Background: an optimization exercise with open tools, aiming at small area, a short achievable clock period and few clock cycles. Do not read the settings as production practice. Where RTL was checked, it was by simulation tests only, not by an equivalence proof against the original. Function not checked in run 4: the RTL went through the layout flow alone. No activity file was given, so power comes from the tool's default toggle rates.

File: design.v
module nrf_host_link (
    input  wire        clk,
    input  wire        rst,
    input  wire        in_valid,
    input  wire [7:0]  in_data,
    input  wire        in_last,
    output reg         in_ready,
    output reg         pay_valid,
    output wire [7:0]  pay_data,
    output wire        pay_last,
    input  wire        pay_ready,
    output reg         cmd_done,
    output reg  [6:0]  cfg_channel,
    output reg  [1:0]  cfg_speed,
    output reg  [39:0] cfg_tx,
    output reg  [39:0] cfg_rx,
    output reg  [3:0]  cfg_opt,       
    input  wire        rx_valid,
    input  wire [7:0]  rx_data,
    input  wire        rx_last,
    output reg         rx_ready,
    output reg         out_valid,
    output reg  [7:0]  out_data,
    output reg         out_last,
    input  wire        out_ready
);
    localparam CAPACITY  = 32;
    localparam CMD_IDENT = 8'h21;
    localparam CR        = 8'h0D;
    localparam LF        = 8'h0A;
    localparam [6:0]  DEFAULT_CHANNEL = 7'h4C;
    localparam [1:0]  DEFAULT_SPEED   = 2'd1;
    localparam [39:0] DEFAULT_TX      = 40'hE7E7E7E7E7;
    localparam [39:0] DEFAULT_RX      = 40'hC2C2C2C2C2;
    localparam [3:0]  DEFAULT_OPTIONS = 4'b1101;    
    function [3:0] hexval;
        input [7:0] c;
        begin
            if (c >= 8'h30 && c <= 8'h39)      hexval = c[3:0];
            else if (c >= 8'h41 && c <= 8'h46) hexval = c[3:0] + 4'd9;
            else if (c >= 8'h61 && c <= 8'h66) hexval = c[3:0] + 4'd9;
            else                               hexval = 4'd0;
        end
    endfunction
    function is_le;
        input [7:0] c;
        is_le = (c == CR) || (c == LF);
    endfunction
    function [7:0] hexch;
        input [3:0] n;
        hexch = (n < 4'd10) ? (8'h30 + {4'd0, n}) : (8'h37 + {4'd0, n});
    endfunction
    reg       first;             
    reg       cmd;               
    reg       lo;                
    reg [5:0] cnt;               
    reg       topen;             
    reg       v_c, v_s, v_t, v_r, optact;
    reg [7:0] qd0, qd1, qd2;
    reg       ql0, ql1, ql2;
    reg [1:0] qn;
    assign pay_data = qd0;
    assign pay_last = ql0;
    wire strip = cfg_opt[0];
    wire hex   = cfg_opt[1];
    wire       in_fire = in_valid && in_ready;
    wire       cmdx    = first ? (in_data == CMD_IDENT) : cmd;
    wire       le      = is_le(in_data);
    wire [3:0] hv      = hexval(in_data);
    wire       room    = (cnt < CAPACITY);
    reg       push, patch, lo_n;
    reg [7:0] pdata;
    always @(*) begin
        push  = 1'b0;
        patch = 1'b0;
        lo_n  = lo;
        pdata = in_data;
        if (!hex) begin
            push = !(strip && le);
        end else if (!lo) begin
            if (le) begin
                push = !strip;
            end else begin
                push  = 1'b1;
                pdata = {hv, 4'd0};
                lo_n  = room;
            end
        end else begin
            lo_n = 1'b0;
            if (le) push  = !strip;
            else    patch = 1'b1;
        end
        push = push && room;
    end
    wire d_fire  = in_fire && !cmdx;
    wire d_push  = d_fire && push;
    wire d_patch = d_fire && patch;
    wire d_close = d_fire && in_last;
    wire      pop = pay_valid && pay_ready;
    reg [7:0] nd0, nd1, nd2;
    reg       nl0, nl1, nl2;
    reg [1:0] np, nn;
    reg       ntopen;
    always @(*) begin
        nd0 = pop ? qd1 : qd0;
        nd1 = pop ? qd2 : qd1;
        nd2 = qd2;
        nl0 = pop ? ql1 : ql0;
        nl1 = pop ? ql2 : ql1;
        nl2 = ql2;
        np  = qn - {1'b0, pop};
        nn  = np;
        ntopen = topen;
        if (d_patch) begin
            case (np)
                2'd1: nd0[3:0] = hv;
                2'd2: nd1[3:0] = hv;
                default: nd2[3:0] = hv;
            endcase
        end
        if (d_push) begin
            case (np)
                2'd0: begin nd0 = pdata; nl0 = in_last; end
                2'd1: begin nd1 = pdata; nl1 = in_last; end
                default: begin nd2 = pdata; nl2 = in_last; end
            endcase
            nn     = np + 2'd1;
            ntopen = !in_last;
        end else if (d_close && topen) begin
            case (np)
                2'd1: nl0 = 1'b1;
                2'd2: nl1 = 1'b1;
                default: nl2 = 1'b1;
            endcase
            ntopen = 1'b0;
        end
    end
    always @(posedge clk) begin
        qd0 <= nd0; qd1 <= nd1; qd2 <= nd2;
        ql0 <= nl0; ql1 <= nl1; ql2 <= nl2;
        if (rst) begin
            qn        <= 2'd0;
            topen     <= 1'b0;
            pay_valid <= 1'b0;
            in_ready  <= 1'b1;
        end else begin
            qn        <= nn;
            topen     <= ntopen;
            pay_valid <= (nn != 2'd0) && !(nn == 2'd1 && ntopen);
            in_ready  <= (nn != 2'd3);
        end
    end
    integer k;
    always @(posedge clk) begin
        if (rst) begin
            first       <= 1'b1;
            cmd         <= 1'b0;
            lo          <= 1'b0;
            cnt         <= 6'd0;
            cmd_done    <= 1'b0;
            v_c <= 1'b0; v_s <= 1'b0; v_t <= 1'b0; v_r <= 1'b0;
            optact      <= 1'b0;
            cfg_channel <= DEFAULT_CHANNEL;
            cfg_speed   <= DEFAULT_SPEED;
            cfg_tx      <= DEFAULT_TX;
            cfg_rx      <= DEFAULT_RX;
            cfg_opt     <= DEFAULT_OPTIONS;
        end else begin
            cmd_done <= in_fire && in_last && cmdx;
            if (in_fire) begin
                first <= in_last;
                cmd   <= cmdx;
                if (in_last) begin
                    cnt <= 6'd0;
                    lo  <= 1'b0;
                end else begin
                    if (cmdx ? room : (d_push || (push && room)))
                        cnt <= cnt + 6'd1;
                    if (!cmdx)
                        lo <= lo_n;
                end
                if (cmdx && cnt == 6'd1) begin
                    v_c    <= (in_data == 8'h63);
                    v_s    <= (in_data == 8'h73);
                    v_t    <= (in_data == 8'h74);
                    v_r    <= (in_data == 8'h72);
                    optact <= (in_data == 8'h6F);
                    if (in_data == 8'h63) cfg_channel <= 7'd0;
                    if (in_data == 8'h73) cfg_speed   <= 2'd0;
                    if (in_data == 8'h74) cfg_tx      <= 40'd0;
                    if (in_data == 8'h72) cfg_rx      <= 40'd0;
                end
                if (cmdx && cnt >= 6'd2 && room) begin
                    if (v_c && cnt == 6'd2) cfg_channel[6:4] <= hv[2:0];
                    if (v_c && cnt == 6'd3) cfg_channel[3:0] <= hv;
                    if (v_s && cnt == 6'd2 && hv != 4'd0) cfg_speed <= 2'd2;
                    if (v_s && cnt == 6'd3 && !cfg_speed[1])
                        cfg_speed <= (hv >= 4'd2) ? 2'd2 : hv[1:0];
                    for (k = 0; k < 5; k = k + 1) begin
                        if (cnt == 2 + 2 * k) begin
                            if (v_t) cfg_tx[8*k+4 +: 4] <= hv;
                            if (v_r) cfg_rx[8*k+4 +: 4] <= hv;
                        end
                        if (cnt == 3 + 2 * k) begin
                            if (v_t) cfg_tx[8*k +: 4] <= hv;
                            if (v_r) cfg_rx[8*k +: 4] <= hv;
                        end
                    end
                    if (optact) begin
                        case (in_data)
                            8'h6C: cfg_opt[0] <= 1'b0;
                            8'h4C: cfg_opt[0] <= 1'b1;
                            8'h78: cfg_opt[1] <= 1'b0;
                            8'h58: cfg_opt[1] <= 1'b1;
                            8'h61: cfg_opt[2] <= 1'b0;
                            8'h41: cfg_opt[2] <= 1'b1;
                            8'h64: cfg_opt[3] <= 1'b0;
                            8'h44: cfg_opt[3] <= 1'b1;
                            default: optact <= 1'b0;
                        endcase
                    end
                end
            end
        end
    end
    localparam W_EMPTY = 3'd0;
    localparam W_START = 3'd1;    
    localparam W_HI    = 3'd2;    
    localparam W_LO    = 3'd3;    
    localparam W_LF    = 3'd4;    
    reg [2:0] ws;
    reg [7:0] wb;
    reg       wl;
    wire       rx_fire = rx_valid && rx_ready;
    wire       w_src   = (ws != W_EMPTY);
    wire [7:0] sb      = w_src ? wb : rx_data;
    wire       sl      = w_src ? wl : rx_last;
    wire [2:0] ss      = w_src ? ws : (rx_fire ? W_START : W_EMPTY);
    wire       spass   = (sb >= 8'h20 && sb <= 8'h7E) || is_le(sb);
    wire       ofree   = !out_valid || out_ready;
    reg        g_v, g_l;
    reg  [7:0] g_d;
    reg  [2:0] g_rem;
    always @(*) begin
        g_v   = 1'b1;
        g_l   = 1'b0;
        g_d   = LF;
        g_rem = W_EMPTY;
        case (ss)
            W_START: begin
                g_d   = spass ? sb : 8'h5C;
                g_l   = spass && sl && (sb == LF);
                g_rem = !spass ? W_HI : (sl && sb != LF) ? W_LF : W_EMPTY;
            end
            W_HI: begin
                g_d   = hexch(sb[7:4]);
                g_rem = W_LO;
            end
            W_LO: begin
                g_d   = hexch(sb[3:0]);
                g_rem = sl ? W_LF : W_EMPTY;
            end
            W_LF: begin
                g_l   = 1'b1;
            end
            default: g_v = 1'b0;
        endcase
    end
    always @(posedge clk) begin
        wb <= sb;
        wl <= sl;
        if (ofree) begin
            out_data <= g_d;
            out_last <= g_l;
        end
        if (rst) begin
            ws        <= W_EMPTY;
            out_valid <= 1'b0;
            rx_ready  <= 1'b1;
        end else if (ofree) begin
            ws        <= g_rem;
            out_valid <= g_v;
            rx_ready  <= (g_rem == W_EMPTY);
        end else begin
            ws        <= ss;
            rx_ready  <= (ss == W_EMPTY);
        end
    end
endmodule
File: run.sh
#!/bin/bash
# synth_recipe.tcl (not shown) runs the flow's synth.tcl, then flattens the netlist and writes it again
# the make line also repeats each setting of config.mk as NAME=value (left out here)
make -C /OpenROAD-flow-scripts/flow DESIGN_CONFIG=/design/flow/config.mk WORK_HOME=/design/flow/orfs CLKGATE_MAP_FILE= SYNTH_SCRIPT=/design/flow/synth_recipe.tcl finish
File: config.mk
export PLATFORM = sky130hd
export DESIGN_NAME = nrf_host_link
export DESIGN_NICKNAME = nrf_host_link
export VERILOG_FILES = /design/flow/design.v
export SDC_FILE = /design/flow/constraint.sdc
export NUM_CORES = 4
export LEC_CHECK = 0
export ABC_CLOCK_PERIOD_IN_PS = 2500
export CAP_MARGIN = 20
export CORE_MARGIN = 2
export CORE_UTILIZATION = 40
export SETUP_SLACK_MARGIN = 5
export SLEW_MARGIN = 20
File: constraint.sdc
create_clock -name core_clock -period 8.0 [get_ports {clk}]
set_input_delay 1.6000 -clock core_clock [delete_from_list [all_inputs] [get_ports {clk}]]
set_output_delay 1.6000 -clock core_clock [all_outputs]
set_load 0.01 [all_outputs]
==> qor.txt, run 1 <==
status = finished clean
Worst-Margin Slew = 0.7144 ns
post-route setup slack = 4.696 ns
Setup Skew = 0.01011 ns
crit path launch type = primary input
most frequent cell after synthesis = dfxtp_1
dpl ws = 3.119 ns
pin count of the biggest net entering global routing = 62
Syn-to-layout area delta = 55.37%
# nets final = 1,124
via count = 7,561
initial antenna violation count = 0
root buf cell = clkbuf_16
Residual DRC = 0
layout cells sized above 1 = 35.96%
Multi-input gate area = 0.005389 mm2
grt ovf = 0
Detail Route Antenna Nets = 0
Port Buffer Count = 139
Final setup viols = 0
via/cell ratio = 5.568
Setup TNS = 0 ns
post-synth top area share = 37.45%
fin crit period = 3.304 ns
leading cell types by count after synthesis = dfxtp_1, nand2_1, nor2_1
Max Clk Rate = 302.7 MHz
metal2 WL = 12.80 mm
CP Capture Type = register
Avg Cell Area, Syn = 9.449 um2
clock buffer count from CTS = 17
gpl congestion = 0.8457
total chip power = 3.213 mW
Worst EP required = 8.18 ns
slowest stage delay, CP = 0.42 ns
synth top area cells = dfxtp_1, nand2_1, edfxtp_1, a221o_1, mux2i_1
max-cap violations = 0
Max Slew Vio Count = 0
GRT Total Usage = 23.20%
Synth area leader = dfxtp_1
synth warn = 1
final wirelength = 26.12 mm
fin area = 0.01238 mm2
sequential area share after synthesis = 42.73%
Post-Syn Area = 0.007965 mm2
#FFs+latches synth = 163
dpl hpwl = 15.26 mm
CTS tree = built
die extent in x = 145.1 um
clk sinks = 163
WL per Instance = 19.23 um
flip-flop and latch area = 0.003408 mm2
die height = 145.1 um
clk latency of the worst-skew pair = 0.43 ns
io pins = 140
Fill cells = 1,623
vias in the first global route = 7,304
Critical-path top delay cell = or4bb_1
HP Class = register to register
unrepaired setup endpoints after global routing = yes
routed length on met1 = 11.64 mm
fin util = 63.38%
met3 WL = 1.305 mm
row count = 51
relative slew slack = 52.37%
Synth Instances = 843
PwrDens = 259.7 mW/mm2
Crit Path Category = primary input to register
dpl cell area = 0.009941 mm2
CP Data Arrival Time = 3.48 ns
highest metal used = met4
Fin. Hold Viols = 0
synth unique cells = 82
die area = 0.02106 mm2
Worst Path Max Fanout = 2
Core Area = 0.01953 mm2
leak pwr = 5.040 nW
Reg clk slew, reported paths = 0.07 ns
first-pass GRT wire length = 39.50 mm
starting density of the core = 40.79%
maximum root-to-sink buffer count = 2
Post-synth top flop = dfxtp_1
maximum vdd drop = 0.0001560 V
DRT iter0 DRCs = 399
Post-synth EDFFs = 14
CP Cell Sequence = buf_6, mux2i_4, ha_2, or4bb_1, a211oi_2, a32oi_2, o21ai_2, or2_4, or3b_4
ys async rst share = 0%
diodes inserted = 0
Mapped Nets = 887
fin crit share = 41.30%
First-pass DRT Iterations = 5
H-tree depth = 4
[logic make-up (layout without fill, tap and decap cells)]
logic type / after synthesis / in the layout / synth area share, %
AO/OA/AOI/OAI: 205 / 205 / 18.91
XOR/XNOR: 5 / 5 / 0.5498
adder cells (fa/ha/maj): 20 / 20 / 3.142
buffers and inverters: 77 / 313 / 4.650
flip-flops: 163 / 163 / 42.73
multiplexers: 52 / 52 / 6.833
other: 1 / 1 / 0.04708
AND/OR/NAND/NOR: 320 / 334 / 23.14
[path summary, 6_finish.rpt]
check / to / cells past startpoint / slack, ns / start
worst min-delay path: cfg_rx[6] / 2 / 0.44 / cfg_rx[6]
worst max-delay path: out_data[4] / 9 / 4.70 / rx_data[0]
worst min register to register: cfg_rx[6] / 2 / 0.44 / cfg_rx[6]
worst max register to register: out_data[4] / 11 / 4.80 / ws[1]
[cell usage in the layout, fill, tap and decap left out, drive strengths merged, types with 5 or more instances in the layout]
cell,instances
clkdlybuf4s50,115
a221o,39
mux2i,33
a21oi,37
mux2,19
o21ai,45
a311oi,6
dlygate4sd2,7
nand4,7
edfxtp,14
nand2b,7
a211oi,5
and3,14
nor2b,7
nor2,66
clkbuf,20
buf,127
nand3,17
nand3b,6
a22oi,36
nand2,114
dfxtp,149
nor3b,6
clkinv,5
a31oi,5
and2,22
ha,20
nor3,27
inv,34
nor4,11
[sequential cells by signal, summed over array words and instances (netlist names), 2 cells and up]
name and flops:
qd1 8, cfg_rx 40, qd2 8, cfg_opt 4
qd0 8, wb 8, cnt 6, ws 3
out_data 8, cfg_speed 2, qn 2, cfg_tx 40
cfg_channel 7
[worst max-delay path: cells and delay by family]
family	cells	cell delay (ns)
buffers and inverters	1	0.10
adders and majority gates	1	0.21
and+or+nand+nor	3	0.95
muxes	1	0.17
AOI/OAI and AO/OA	3	0.45
[final cells by class]
| class | count | share of cell area (%) |
|---|---|---|
| clock inverter | 12 | 0.7583 |
| multi-input combinational | 617 | 43.54 |
| timing repair buffer | 253 | 20.71 |
| inverter | 28 | 1.082 |
| tap | 265 | 2.679 |
| clock buffer | 20 | 3.690 |
| sequential | 163 | 27.54 |
[repair_timing]
action | in CTS | in global routing
gates cloned | 12 | 6
hold buffers | 0 | 0
setup buffers | 70 | 36
pin swaps | 54 | 64
setup endpoints to repair | 158 | 145
endpoints found under the hold margin | 0 | 0
gates resized for setup | 145 | 117
[layer usage]
metal	global-route usage (%)	vias to the layer above
met4	8.088	0
met2	38.00	206
met3	5.409	27
met1	30.08	3718
met5	0	-
li1	-	3610
[per-stage QoR]
stage	cells	hold slack, ns
3_5_place_dp	1202	0.4320
2_1_floorplan	843	0.4418
4_1_cts	1316	0.4431
5_1_grt	1358	0.4681
3_3_place_gp	1202	0.4288
6_report	1358	0.4421
[where the power goes]
group	internal, mW	switching, mW
Sequential	0.977	0.0924
Clock	0.419	0.355
Combinational	0.666	0.703
Total	2.06	1.15
Testbench counts, summed over its fixed seeds: cycles 31,100.
==> inputs of run 2 (changes only) <==
==> flow/run.sh (new file) <==
#!/bin/bash
set -euo pipefail
export BUFFER_PORTS_ARGS="-buffer_cell sky130_fd_sc_hd__buf_1"
bash standard.sh > standard.log 2>&1
==> standard.sh (new file) <==
#!/bin/bash
# synth_recipe.tcl (not shown) runs the flow's synth.tcl, then flattens the netlist and writes it again
# the make line also repeats each setting of config.mk as NAME=value (left out here)
make -C /OpenROAD-flow-scripts/flow DESIGN_CONFIG=/design/flow/config.mk WORK_HOME=/design/flow/orfs CLKGATE_MAP_FILE= SYNTH_SCRIPT=/design/flow/synth_recipe.tcl "${@:-finish}"
removed: run.sh
==> run 2 against run 1 <==
Flip-flop and latch count is the same. Setup slack lost 0.019 ns. Die area is the same. Critical endpoint unchanged. Still clean. Critical path type unchanged. Clock skew grew 0.0046 ns. Highest routed layer unchanged. Critical path depth grew 2. Area after synthesis is the same. Via count shrank 1.9%. Synthesized cell count is the same. Combinational power shrank 11%. Sequential share of layout area grew 2.6 points.
==> qor.txt, run 2 <==
Detail Route Antenna Nets = 0
initial antenna violation count = 0
P_int = 1.964 mW
most frequent cells in the layout = dfxtp_1, buf_1, nand2_1, nor2_1, buf_4
synth top area cells = dfxtp_1, nand2_1, edfxtp_1, a221o_1, mux2i_1
HP Class = register to register
relative slew slack = 38.01%
starting density of the core = 40.79%
#FFs+latches synth = 163
most frequent cell after synthesis = dfxtp_1
status = finished clean
Core Area = 0.01953 mm2
CP Capture Type = register
# nets final = 1,104
sequential area share after synthesis = 42.73%
Post-Syn Area = 0.007965 mm2
Mapped Nets = 887
r2r setup slk = 4.76 ns
Fill cells = 1,763
unrepaired setup endpoints after global routing = yes
dpl cell area = 0.009077 mm2
Synth Instances = 843
cells on worst reg2reg path = 11
io pins = 140
fin crit share = 41.54%
ys async rst share = 0%
Worst EP required = 8.17 ns
crit path launch type = primary input
layout cells sized above 1 = 33.08%
First-pass DRT Iterations = 5
Syn-to-layout area delta = 41.66%
Reg clk slew, reported paths = 0.07 ns
final wirelength = 25.35 mm
die extent in x = 145.1 um
flip-flop and latch area = 0.003403 mm2
commonest non-fill, non-tap cell in the layout = dfxtp_1
DRT iter0 DRCs = 367
maximum vdd drop = 0.0001533 V
Crit Path Category = primary input to register
hold path depth = 2
Worst Path Max Fanout = 4
Hold Crit Start = cfg_rx[6]
Setup TNS = 0 ns
maximum root-to-sink buffer count = 2
gpl congestion = 0.8507
clock buffer count from CTS = 17
Post-synth EDFFs = 14
sequential power share = 34.4%
fin util = 57.79%
CTS tree = built
Synth area leader = dfxtp_1
sw frac = 36.48%
total chip power = 3.092 mW
cell count after placement = 1,202
GRT Total Usage = 22.40%
Max Clk Rate = 300.9 MHz
fin crit period = 3.323 ns
WHS Endpoint = cfg_rx[6]
clk sinks = 163
PwrDens = 274.0 mW/mm2
Multi-input gate area = 0.005323 mm2
via/cell ratio = 5.542
Avg Cell Area, Syn = 9.449 um2
share of total power in combinational logic = 39.4%
Fin. Hold Viols = 0
max-cap violations = 0
grt ovf = 0
Setup Skew = 0.01471 ns
diodes inserted = 0
leak pwr = 4.531 nW
sw power = 1.128 mW
Port Buffer Count = 139
Clk pwr share = 26.2%
pin count of the biggest net entering global routing = 86
fin area = 0.01128 mm2
Final setup viols = 0
row count = 51
WL per Instance = 18.95 um
die area = 0.02106 mm2
first-pass GRT wire length = 37.92 mm
via count = 7,415
Max Slew Vio Count = 0
die height = 145.1 um
leading cell types by count after synthesis = dfxtp_1, nand2_1, nor2_1
Worst-Margin Slew = 0.9299 ns
post-route setup slack = 4.677 ns
Residual DRC = 0
worst hold slack = 0.4496 ns
reg2reg start = ws[1]
root buf cell = clkbuf_16
synth warn = 1
dpl ws = 3.457 ns
post-synth top area share = 37.45%
RR Endpoint = out_data[4]
clk latency of the worst-skew pair = 0.43 ns
Finished Layout Cells = 1,338
vias in the first global route = 6,936
CP Data Arrival Time = 3.50 ns
synth unique cells = 82
dpl hpwl = 14.89 mm
Post-synth top flop = dfxtp_1
H-tree depth = 4
Top Registers = cfg_rx (40), cfg_tx (40)
==> run 2: cell counts after synthesis <==
Identical to the previous run, type by type.
==> run 2: how the worst max path moves through the flow <==
stage	start	end	slack, ns
final	rx_data[4]	out_data[4]	4.68
after CTS	rx_data[0]	out_data[4]	4.73
after global placement	in_data[1]	ql0	3.55
after floorplan	rx_data[1]	out_data[4]	4.33
after detailed placement	in_valid	ql0	3.46
after global routing	rx_data[5]	out_data[4]	4.64
==> run 2: repair_timing <==
item                                    CTS  global route
cloned                                   10             7
endpoints found under the hold margin     0             0
hold buffers                              0             0
pin swaps                                43            70
buffers inserted                         52            35
endpoints found under the setup margin  154           139
gates resized for setup                  78           101
==> run 2: logic make-up (layout without fill, tap and decap cells) <==
logic type | Yosys count | count (layout) | synth area share (%)
muxes | 52 | 52 | 6.833
DFF | 163 | 163 | 42.73
xor gates and xnor gates | 5 | 5 | 0.5498
and+or+nand+nor | 320 | 335 | 23.14
other | 1 | 1 | 0.04708
adders and majority gates | 20 | 20 | 3.142
AOI/OAI and AO/OA | 205 | 205 | 18.91
buffers and inverters | 77 | 292 | 4.650
==> run 2: metal layers <==
layer	GRT usage, %	vias up	routed length (um)
met5	0	-	0
met3	4.434	37	1351
met2	37.24	230	12160
met4	8.137	0	629
li1	-	3566	-
met1	28.96	3582	11210
==> run 2: power groups by stage <==
stage	registers (mW)	logic, mW	clock network, mW
6_report	1.06	1.22	0.810
5_1_grt	1.08	1.32	0.855
4_1_cts	1.06	1.03	0.823
3_5_place_dp	1.08	0.875	0
3_3_place_gp	1.08	0.866	0
2_1_floorplan	1.07	0.696	0
==> run 2: final cells by class <==
class                           instances  area share (%)
Timing Repair Buffer                  232           13.40
Clock inverter                         14           1.253
Clock buffer                           18           3.892
Sequential cell                       163           30.16
Multi-Input combinational cell        618           47.17
Tap cell                              265           2.939
Inverter                               28           1.187
==> run 2: worst max-delay path, cell delays in order <==
cell      delay [ns]
buf_6           0.10
nand2_4         0.05
nand2_4         0.07
inv_4           0.08
ha_4            0.12
or4bb_1         0.49
a211oi_2        0.26
a32oi_2         0.11
o21ai_2         0.11
or2_4           0.15
or3b_1          0.35
==> inputs of run 3 (changes only) <==
==> run.sh (new file) <==
#!/bin/bash
# synth_recipe.tcl (not shown) runs the flow's synth.tcl, then flattens the netlist and writes it again
# the make line also repeats each setting of config.mk as NAME=value (left out here)
make -C /OpenROAD-flow-scripts/flow DESIGN_CONFIG=/design/flow/config.mk WORK_HOME=/design/flow/orfs CLKGATE_MAP_FILE= SYNTH_SCRIPT=/design/flow/synth_recipe.tcl finish
--- a/config.mk
+++ b/config.mk
@@ -6,8 +6,6 @@
 export NUM_CORES = 4
 export LEC_CHECK = 0
-export ABC_CLOCK_PERIOD_IN_PS = 2500
 export CAP_MARGIN = 20
 export CORE_MARGIN = 2
 export CORE_UTILIZATION = 40
-export SETUP_SLACK_MARGIN = 5
 export SLEW_MARGIN = 20
removed: flow/run.sh
removed: standard.sh
==> run 3 against run 2 <==
Clock-buffer cell count unchanged. Clock power up 5.6%. Area after synthesis unchanged. First-iteration DRC count up 21%. Fmax down 24%. Non-clock buffer count down 89. Via count down 8.3%. Critical path depth down 2.
==> qor.txt, run 3 <==
Crit Path Category = primary input to register
Avg Cell Area, Syn = 9.449 um2
sw frac = 33.40%
Setup Skew = 0.01364 ns
reg2reg start = ws[1]
Reg clk slew, reported paths = 0.07 ns
Post-Syn Area = 0.007965 mm2
max-cap violations = 0
die area = 0.02106 mm2
commonest non-fill, non-tap cell in the layout = dfxtp_1
#FFs+latches synth = 163
Residual DRC = 0
PwrDens = 273.9 mW/mm2
vias in the first global route = 6,395
post_cts resized = 0
most frequent cell after synthesis = dfxtp_1
fin crit period = 4.348 ns
Post-synth top flop = dfxtp_1
row count = 51
Synth area leader = dfxtp_1
Max Slew Vio Count = 0
WL per Instance = 17.57 um
Synth Instances = 843
synth unique cells = 82
ys async rst share = 0%
Core Area = 0.01953 mm2
gpl congestion = 0.8495
grt ovf = 0
synth warn = 1
First-pass DRT Iterations = 5
HP Class = register to register
starting density of the core = 40.79%
worst hold slack = 0.4560 ns
maximum root-to-sink buffer count = 2
sequential power share = 38.3%
Port Buffer Count = 139
sw power = 0.9204 mW
cell count after placement = 1,202
layout cells sized above 1 = 10.12%
DRT iter0 DRCs = 443
synth top area cells = dfxtp_1, nand2_1, edfxtp_1, a221o_1, mux2i_1
WHS Endpoint = cfg_rx[1]
sequential area share after synthesis = 42.73%
Detail Route Antenna Nets = 0
diodes inserted = 0
Syn-to-layout area delta = 26.31%
die extent in x = 145.1 um
relative slew slack = 31.22%
post-CTS setup buffers = 0
post-route setup slack = 3.652 ns
die height = 145.1 um
Fin. Hold Viols = 0
dpl ws = 3.158 ns
Worst EP required = 8.37 ns
clock buffer count from CTS = 17
P_int = 1.835 mW
CP Capture Type = register
share of total power in combinational logic = 30.7%
via/cell ratio = 5.516
hold path depth = 2
CTS tree = built
cells on worst reg2reg path = 10
leading cell types by count after synthesis = dfxtp_1, nand2_1, nor2_1
Post-CTS Hold Buffers = 0
io pins = 140
Worst Path Max Fanout = 20
dpl hpwl = 15.33 mm
first-pass GRT wire length = 35.15 mm
RR Endpoint = out_data[4]
Setup TNS = 0 ns
clk latency of the worst-skew pair = 0.43 ns
leak pwr = 3.979 nW
Finished Layout Cells = 1,233
fin crit share = 54.35%
final wirelength = 21.67 mm
maximum vdd drop = 0.0001736 V
Mapped Nets = 887
pin count of the biggest net entering global routing = 68
most frequent cells in the layout = dfxtp_1, clkdlybuf4s50_1, nand2_1, nor2_1
clk sinks = 163
root buf cell = clkbuf_16
via count = 6,801
crit path launch type = primary input
unrepaired setup endpoints after global routing = no
GRT Total Usage = 20.47%
Hold Crit Start = cfg_rx[1]
initial antenna violation count = 0
# nets final = 1,000
post-synth top area share = 37.45%
Clk pwr share = 31.0%
CP Data Arrival Time = 4.71 ns
Post-synth EDFFs = 14
Max Clk Rate = 230.0 MHz
Final setup viols = 0
status = finished clean
r2r setup slk = 4.33 ns
Worst-Margin Slew = 1.032 ns
H-tree depth = 4
Top Registers = cfg_rx (40), cfg_tx (40)
## run 3: cell counts after synthesis
No cell type changed its count.
## run 3: routing by layer
layer	track usage [%]	wire [um]	vias to the layer above
met1	28.88	10600	3276
met5	0	0	-
met2	32.31	9857	165
met3	3.742	999	15
li1	-	-	3345
met4	5.343	209	0
## run 3: cells by family after synthesis
family	share of synthesized area [%]
XOR/XNOR	0.5498
flip-flops	42.73
multiplexers	6.833
AO/OA/AOI/OAI	18.91
other	0.04708
adder cells (fa/ha/maj)	3.142
AND/OR/NAND/NOR	23.14
buffers and inverters	4.650
## run 3: metrics by stage
step	power (mW)	util [%]	cell area, um2
after floorplan	1.654	-	7965
after global placement	1.906	48.40	9450
after detailed placement	1.914	48.40	9450
after CTS	2.768	51.53	10060
after global routing	2.911	51.53	10060
final	2.756	51.53	10060
## run 3: layout make-up
class | instances | area (um2)
Fill cell | 1865 | 9465
Multi-Input combinational cell | 603 | 4192
Sequential cell | 163 | 3403
Timing Repair Buffer | 143 | 1419
Clock buffer | 18 | 450.4
Tap cell | 265 | 331.6
Clock inverter | 13 | 160.2
Inverter | 28 | 105.1
## run 3: worst max-delay path: stages
cell	delay, ns
clkdlybuf4s50_1	0.58
inv_1	0.11
ha_1	0.27
nor3b_2	0.19
nor4bb_4	0.39
a22o_1	0.46
and2_1	0.77
a22oi_1	0.19
nor2_1	0.13
## run 3: power groups by stage
stage	combinational, mW	clock (mW)	sequential, mW
floorplan	0.584	0	1.07
global placement	0.833	0	1.07
detailed placement	0.843	0	1.07
CTS	0.849	0.864	1.05
global route	0.940	0.898	1.07
finish	0.846	0.855	1.05
## run 3: worst max-delay path by stage
| stage | endpoint | cells past startpoint | start |
|---|---|---|---|
| floorplan | out_data[4] | 9 | rx_data[1] |
| global placement | cfg_rx[21] | 9 | in_data[0] |
| detailed placement | cfg_rx[12] | 9 | in_data[0] |
| CTS | cfg_rx[12] | 9 | in_data[0] |
| global route | cfg_rx[12] | 9 | in_data[0] |
| finish | cfg_channel[4] | 9 | in_data[0] |
==> inputs of run 4 (changes only) <==
--- a/design.v
+++ b/design.v
@@ -37,8 +37,18 @@
         input [7:0] c;
         begin
-            if (c >= 8'h30 && c <= 8'h39)      hexval = c[3:0];
-            else if (c >= 8'h41 && c <= 8'h46) hexval = c[3:0] + 4'd9;
-            else if (c >= 8'h61 && c <= 8'h66) hexval = c[3:0] + 4'd9;
-            else                               hexval = 4'd0;
+            hexval = 4'd0;
+            if (c[7:4] == 4'h3) begin
+                if (!c[3] || c[2:1] == 2'b00) hexval = c[3:0];
+            end else if (c[7:4] == 4'h4 || c[7:4] == 4'h6) begin
+                case (c[3:0])
+                    4'h1: hexval = 4'hA;
+                    4'h2: hexval = 4'hB;
+                    4'h3: hexval = 4'hC;
+                    4'h4: hexval = 4'hD;
+                    4'h5: hexval = 4'hE;
+                    4'h6: hexval = 4'hF;
+                    default: hexval = 4'd0;
+                endcase
+            end
         end
     endfunction
@@ -49,5 +59,13 @@
     function [7:0] hexch;
         input [3:0] n;
-        hexch = (n < 4'd10) ? (8'h30 + {4'd0, n}) : (8'h37 + {4'd0, n});
+        case (n)
+            4'hA: hexch = 8'h41;
+            4'hB: hexch = 8'h42;
+            4'hC: hexch = 8'h43;
+            4'hD: hexch = 8'h44;
+            4'hE: hexch = 8'h45;
+            4'hF: hexch = 8'h46;
+            default: hexch = {4'h3, n};
+        endcase
     endfunction
     reg       first;             
@@ -64,8 +82,18 @@
     wire strip = cfg_opt[0];
     wire hex   = cfg_opt[1];
-    wire       in_fire = in_valid && in_ready;
-    wire       cmdx    = first ? (in_data == CMD_IDENT) : cmd;
-    wire       le      = is_le(in_data);
-    wire [3:0] hv      = hexval(in_data);
+    reg        iv, il;
+    reg  [7:0] id;
+    wire       proc    = iv && (qn != 2'd3);
+    always @(posedge clk) begin
+        if (in_valid && in_ready) begin
+            id <= in_data;
+            il <= in_last;
+        end
+        if (rst) iv <= 1'b0;
+        else     iv <= (in_valid && in_ready) || (iv && !proc);
+    end
+    wire       cmdx    = first ? (id == CMD_IDENT) : cmd;
+    wire       le      = is_le(id);
+    wire [3:0] hv      = hexval(id);
     wire       room    = (cnt < CAPACITY);
     reg       push, patch, lo_n;
@@ -75,5 +103,5 @@
         patch = 1'b0;
         lo_n  = lo;
-        pdata = in_data;
+        pdata = id;
         if (!hex) begin
             push = !(strip && le);
@@ -93,8 +121,8 @@
         push = push && room;
     end
-    wire d_fire  = in_fire && !cmdx;
+    wire d_fire  = proc && !cmdx;
     wire d_push  = d_fire && push;
     wire d_patch = d_fire && patch;
-    wire d_close = d_fire && in_last;
+    wire d_close = d_fire && il;
     wire      pop = pay_valid && pay_ready;
     reg [7:0] nd0, nd1, nd2;
@@ -121,10 +149,10 @@
         if (d_push) begin
             case (np)
-                2'd0: begin nd0 = pdata; nl0 = in_last; end
-                2'd1: begin nd1 = pdata; nl1 = in_last; end
-                default: begin nd2 = pdata; nl2 = in_last; end
+                2'd0: begin nd0 = pdata; nl0 = il; end
+                2'd1: begin nd1 = pdata; nl1 = il; end
+                default: begin nd2 = pdata; nl2 = il; end
             endcase
             nn     = np + 2'd1;
-            ntopen = !in_last;
+            ntopen = !il;
         end else if (d_close && topen) begin
             case (np)
@@ -148,5 +176,5 @@
             topen     <= ntopen;
             pay_valid <= (nn != 2'd0) && !(nn == 2'd1 && ntopen);
-            in_ready  <= (nn != 2'd3);
+            in_ready  <= (nn != 2'd3) || !((in_valid && in_ready) || (iv && !proc));
         end
     end
@@ -167,9 +195,9 @@
             cfg_opt     <= DEFAULT_OPTIONS;
         end else begin
-            cmd_done <= in_fire && in_last && cmdx;
-            if (in_fire) begin
-                first <= in_last;
+            cmd_done <= proc && il && cmdx;
+            if (proc) begin
+                first <= il;
                 cmd   <= cmdx;
-                if (in_last) begin
+                if (il) begin
                     cnt <= 6'd0;
                     lo  <= 1'b0;
@@ -181,13 +209,13 @@
                 end
                 if (cmdx && cnt == 6'd1) begin
-                    v_c    <= (in_data == 8'h63);
-                    v_s    <= (in_data == 8'h73);
-                    v_t    <= (in_data == 8'h74);
-                    v_r    <= (in_data == 8'h72);
-                    optact <= (in_data == 8'h6F);
-                    if (in_data == 8'h63) cfg_channel <= 7'd0;
-                    if (in_data == 8'h73) cfg_speed   <= 2'd0;
-                    if (in_data == 8'h74) cfg_tx      <= 40'd0;
-                    if (in_data == 8'h72) cfg_rx      <= 40'd0;
+                    v_c    <= (id == 8'h63);
+                    v_s    <= (id == 8'h73);
+                    v_t    <= (id == 8'h74);
+                    v_r    <= (id == 8'h72);
+                    optact <= (id == 8'h6F);
+                    if (id == 8'h63) cfg_channel <= 7'd0;
+                    if (id == 8'h73) cfg_speed   <= 2'd0;
+                    if (id == 8'h74) cfg_tx      <= 40'd0;
+                    if (id == 8'h72) cfg_rx      <= 40'd0;
                 end
                 if (cmdx && cnt >= 6'd2 && room) begin
@@ -208,5 +236,5 @@
                     end
                     if (optact) begin
-                        case (in_data)
+                        case (id)
                             8'h6C: cfg_opt[0] <= 1'b0;
                             8'h4C: cfg_opt[0] <= 1'b1;
@@ -232,9 +260,10 @@
     reg [7:0] wb;
     reg       wl;
-    wire       rx_fire = rx_valid && rx_ready;
+    reg       rv, rl;
+    reg [7:0] rb;
     wire       w_src   = (ws != W_EMPTY);
-    wire [7:0] sb      = w_src ? wb : rx_data;
-    wire       sl      = w_src ? wl : rx_last;
-    wire [2:0] ss      = w_src ? ws : (rx_fire ? W_START : W_EMPTY);
+    wire [7:0] sb      = w_src ? wb : rb;
+    wire       sl      = w_src ? wl : rl;
+    wire [2:0] ss      = w_src ? ws : (rv ? W_START : W_EMPTY);
     wire       spass   = (sb >= 8'h20 && sb <= 8'h7E) || is_le(sb);
     wire       ofree   = !out_valid || out_ready;
@@ -267,7 +296,14 @@
         endcase
     end
+    wire       rx_fire = rx_valid && rx_ready;
+    wire [2:0] ws_n    = ofree ? g_rem : ss;
+    wire       rv_n    = rx_fire || (rv && w_src);
     always @(posedge clk) begin
         wb <= sb;
         wl <= sl;
+        if (rx_fire) begin
+            rb <= rx_data;
+            rl <= rx_last;
+        end
         if (ofree) begin
             out_data <= g_d;
@@ -276,13 +312,13 @@
         if (rst) begin
             ws        <= W_EMPTY;
+            rv        <= 1'b0;
             out_valid <= 1'b0;
             rx_ready  <= 1'b1;
-        end else if (ofree) begin
-            ws        <= g_rem;
-            out_valid <= g_v;
-            rx_ready  <= (g_rem == W_EMPTY);
         end else begin
-            ws        <= ss;
-            rx_ready  <= (ss == W_EMPTY);
+            ws        <= ws_n;
+            rv        <= rv_n;
+            if (ofree)
+                out_valid <= g_v;
+            rx_ready  <= !rv_n || (ws_n == W_EMPTY);
         end
     end
==> flow/run.sh (new file) <==
#!/bin/bash
set -euo pipefail
export BUFFER_PORTS_ARGS="-buffer_cell sky130_fd_sc_hd__buf_1"
bash standard.sh > standard.log 2>&1
==> standard.sh (new file) <==
#!/bin/bash
# synth_recipe.tcl (not shown) runs the flow's synth.tcl, then flattens the netlist and writes it again
# the make line also repeats each setting of config.mk as NAME=value (left out here)
make -C /OpenROAD-flow-scripts/flow DESIGN_CONFIG=/design/flow/config.mk WORK_HOME=/design/flow/orfs CLKGATE_MAP_FILE= SYNTH_SCRIPT=/design/flow/synth_recipe.tcl "${@:-finish}"
--- a/config.mk
+++ b/config.mk
@@ -6,6 +6,8 @@
 export NUM_CORES = 4
 export LEC_CHECK = 0
+export ABC_CLOCK_PERIOD_IN_PS = 2500
 export CAP_MARGIN = 20
 export CORE_MARGIN = 2
 export CORE_UTILIZATION = 40
+export SETUP_SLACK_MARGIN = 5
 export SLEW_MARGIN = 20
removed: run.sh
==> run 4 against run 3 <==
Still clean. Clock-buffer cell count rose by 4. Hold slack got worse by 0.019 ns. Sequential share of layout area increased by 5.9 points. Critical path depth unchanged. Critical endpoint is now qd2[7]. Largest cell class unchanged. Largest power group unchanged.
==> qor.txt, run 4 <==
leading cell types by count after synthesis = dfxtp_1, nand2_1, nor2_1
vias in the first global route = 6,757
clk latency of the worst-skew pair = 0.44 ns
ys async rst share = 0%
pin count of the biggest net entering global routing = 72
WL per Instance = 17.97 um
synth top area cells = dfxtp_1, edfxtp_1, mux2i_1, nand2_1, a221o_1
die height = 150.3 um
most frequent cells in the layout = dfxtp_1, buf_1, nand2_1, nor2_1, a21oi_1
Worst-Margin Slew = 0.9351 ns
grt peak-use layer = met2
most frequent cell after synthesis = dfxtp_1
dpl hpwl = 16.70 mm
simple-gate share of the synthesized area = 22.36%
root buf cell = clkbuf_16
Syn-to-layout area delta = 17.30%
#FFs+latches synth = 183
Post-synth EDFFs = 32
grt ovf = 0
unrepaired setup endpoints after global routing = no
sw frac = 31.25%
row count = 53
synth unique cells = 86
io pins = 140
dpl ws = 4.335 ns
Worst EP required = 8.15 ns
Compound-Gate Fraction of Synth Area = 18.10%
First-pass DRT Iterations = 5
diodes inserted = 0
initial antenna violation count = 0
Setup Skew = 0.009353 ns
maximum vdd drop = 0.0001430 V
DRT iter0 DRCs = 617
# nets final = 1,067
PwrDens = 266.7 mW/mm2
clk sinks = 183
GRT Total Usage = 20.95%
post-route setup slack = 5.072 ns
sw power = 0.8367 mW
XOR/XNOR Fraction of Synth Area = 0.4094%
sequential area share after synthesis = 46.56%
met3 Track Usage GR = 4.364%
commonest non-fill, non-tap cell in the layout = dfxtp_1
via/cell ratio = 5.609
clock buffer count from CTS = 17
Crit Path Category = primary input to register
CP Capture Type = register
CTS tree = built
die extent in x = 150.3 um
M2 GR Usage = 32.84%
mux share of post-synthesis cell area = 6.785%
adder-cell share of the synthesized area = 1.170%
layout cells sized above 1 = 11.64%
grt met1 use = 29.32%
relative slew slack = 37.58%
via count = 7,421
first-pass GRT wire length = 36.89 mm
Core Area = 0.02102 mm2
Post-Syn Area = 0.008557 mm2
post-synth top area share = 35.33%
Synth Instances = 907
Setup TNS = 0 ns
Reg clk slew, reported paths = 0.06 ns
Synth area leader = dfxtp_1
H-tree depth = 4
Detail Route Antenna Nets = 0
gpl congestion = 0.8640
Avg Cell Area, Syn = 9.434 um2
HP Class = register to register
synth warn = 1
die area = 0.02258 mm2
P_int = 1.840 mW
CP Data Arrival Time = 3.08 ns
share of total power in combinational logic = 23.9%
Residual DRC = 0
final wirelength = 23.77 mm
leak pwr = 3.708 nW
status = finished clean
Clk pwr share = 31.5%
Max Clk Rate = 341.5 MHz
Fin. Hold Viols = 0
Mapped Nets = 939
Top Registers = cfg_rx (40), cfg_tx (40)
maximum root-to-sink buffer count = 2
largest family of logic cells by synthesized area = simple AND/OR/NAND/NOR gates
starting density of the core = 40.71%
fin crit period = 2.928 ns
Post-synth top flop = dfxtp_1
crit path launch type = primary input
max-cap violations = 0
Final setup viols = 0
fin crit share = 36.61%
Worst Path Max Fanout = 6
Port Buffer Count = 139
Max Slew Vio Count = 0
sequential power share = 44.6%
## run 4: worst max-delay path, cell delays in order
cell and delay (ns):
buf_2 0.13, nand2_8 0.07, inv_4 0.08, ha_4 0.15, xor2_4 0.18, inv_1 0.09
ha_1 0.21, or3_4 0.47, inv_4 0.10
## run 4: cell families (layout without fill, tap and decap cells)
logic type / count (synthesis) / count (layout)
compound gates: 212 / 212
xor+xnor: 4 / 4
fa+ha+maj: 8 / 8
buf+inv: 89 / 230
flops: 183 / 183
mux: 56 / 56
other cells: 1 / 1
simple gates: 354 / 354
## run 4: area by class of cell
class	count	area [um2]
inverters	28	110.1
flip-flops and latches	183	3984
clock inverters	10	116.4
clock buffers	22	464.2
well taps	275	344.1
fillers	2025	10980
multi-input cells	635	4259
repair buffers	170	759.5
## run 4: power groups by stage
stage | registers, mW | logic [mW] | clock network [mW]
final | 1.19 | 0.640 | 0.842
after floorplan | 1.20 | 0.470 | 0
after global placement | 1.22 | 0.599 | 0
after detailed placement | 1.22 | 0.609 | 0
after global routing | 1.21 | 0.714 | 0.897
after CTS | 1.20 | 0.616 | 0.863
## run 4: routing by layer
layer,routed length [um],vias to the layer above,share of wire (%)
met5,0,-,0
met4,265,0,1.1
met3,1491,19,6.3
met2,10890,243,46
met1,11120,3531,47
li1,-,3628,-
## run 4: path summary, 6_finish.rpt
| check | slack, ns | depth (start not counted) | end | from |
|---|---|---|---|---|
| max | 5.07 | 9 | qd2[7] | pay_ready |
| min reg2reg | 0.44 | 2 | cfg_rx[7] | cfg_rx[7] |
| min | 0.44 | 2 | cfg_rx[7] | cfg_rx[7] |
| max reg2reg | 5.14 | 6 | cfg_tx[28] | id[4] |
## run 4: timing repair
item	in CTS	in global routing
gates resized for setup	4	2
pin swaps	2	1
hold buffers	0	0
buffers inserted	0	20
endpoints found under the setup margin	18	36
## run 4: metrics by stage
step                      cell area, um2  utilization [%]  hold WS (ns)  cells  power [mW]
after global routing               10040            47.75        0.4648   1323       2.826
after detailed placement            9274            44.12        0.4289   1271       1.827
after global placement              9274            44.12        0.4280   1271       1.816
after CTS                           9872            46.96        0.4390   1303       2.677
final                              10040            47.75        0.4372   1323       2.677
after floorplan                     8616                -        0.4608    907       1.666

[afterwards: timing with drivers on the ports]
The results above use ideal ports. As a check the final layouts listed here were re-extracted and re-timed, cells and wires unchanged. Step 1, drivers: a clkbuf_16 drives clk and a buf_2 each remaining input, both assumed. Step 2, shift: input delay + t, output delay - t, t = (earliest + latest rising clock arrival at the registers) / 2. This alone moves slack from input paths to output paths. a / b / c = ideal / step 1 / step 2; a / b = the first two.
run	t (ns)	slack for setup (ns)	hold WS [ns]	latest minus earliest clock arrival (ns)	slew at the worst register clock pin (ns)
run 1	0.469	4.696 / 4.707 / 4.239	0.442 / 0.442 / 0.442	0.011 / 0.011	0.07 / 0.07
run 2	0.476	4.677 / 4.694 / 4.218	0.450 / 0.450 / 0.450	0.016 / 0.015	0.07 / 0.07
run 3	0.469	3.652 / 3.664 / 3.195	0.456 / 0.456 / 0.456	0.014 / 0.014	0.07 / 0.07
run 4	0.474	5.072 / 5.094 / 4.620	0.437 / 0.437 / 0.437	0.010 / 0.011	0.07 / 0.07
After both steps setup and hold are still met in every run listed. The setup slack of run 2, which loses most, moves by +0.017 ns with the drivers and by -0.459 ns with both steps.
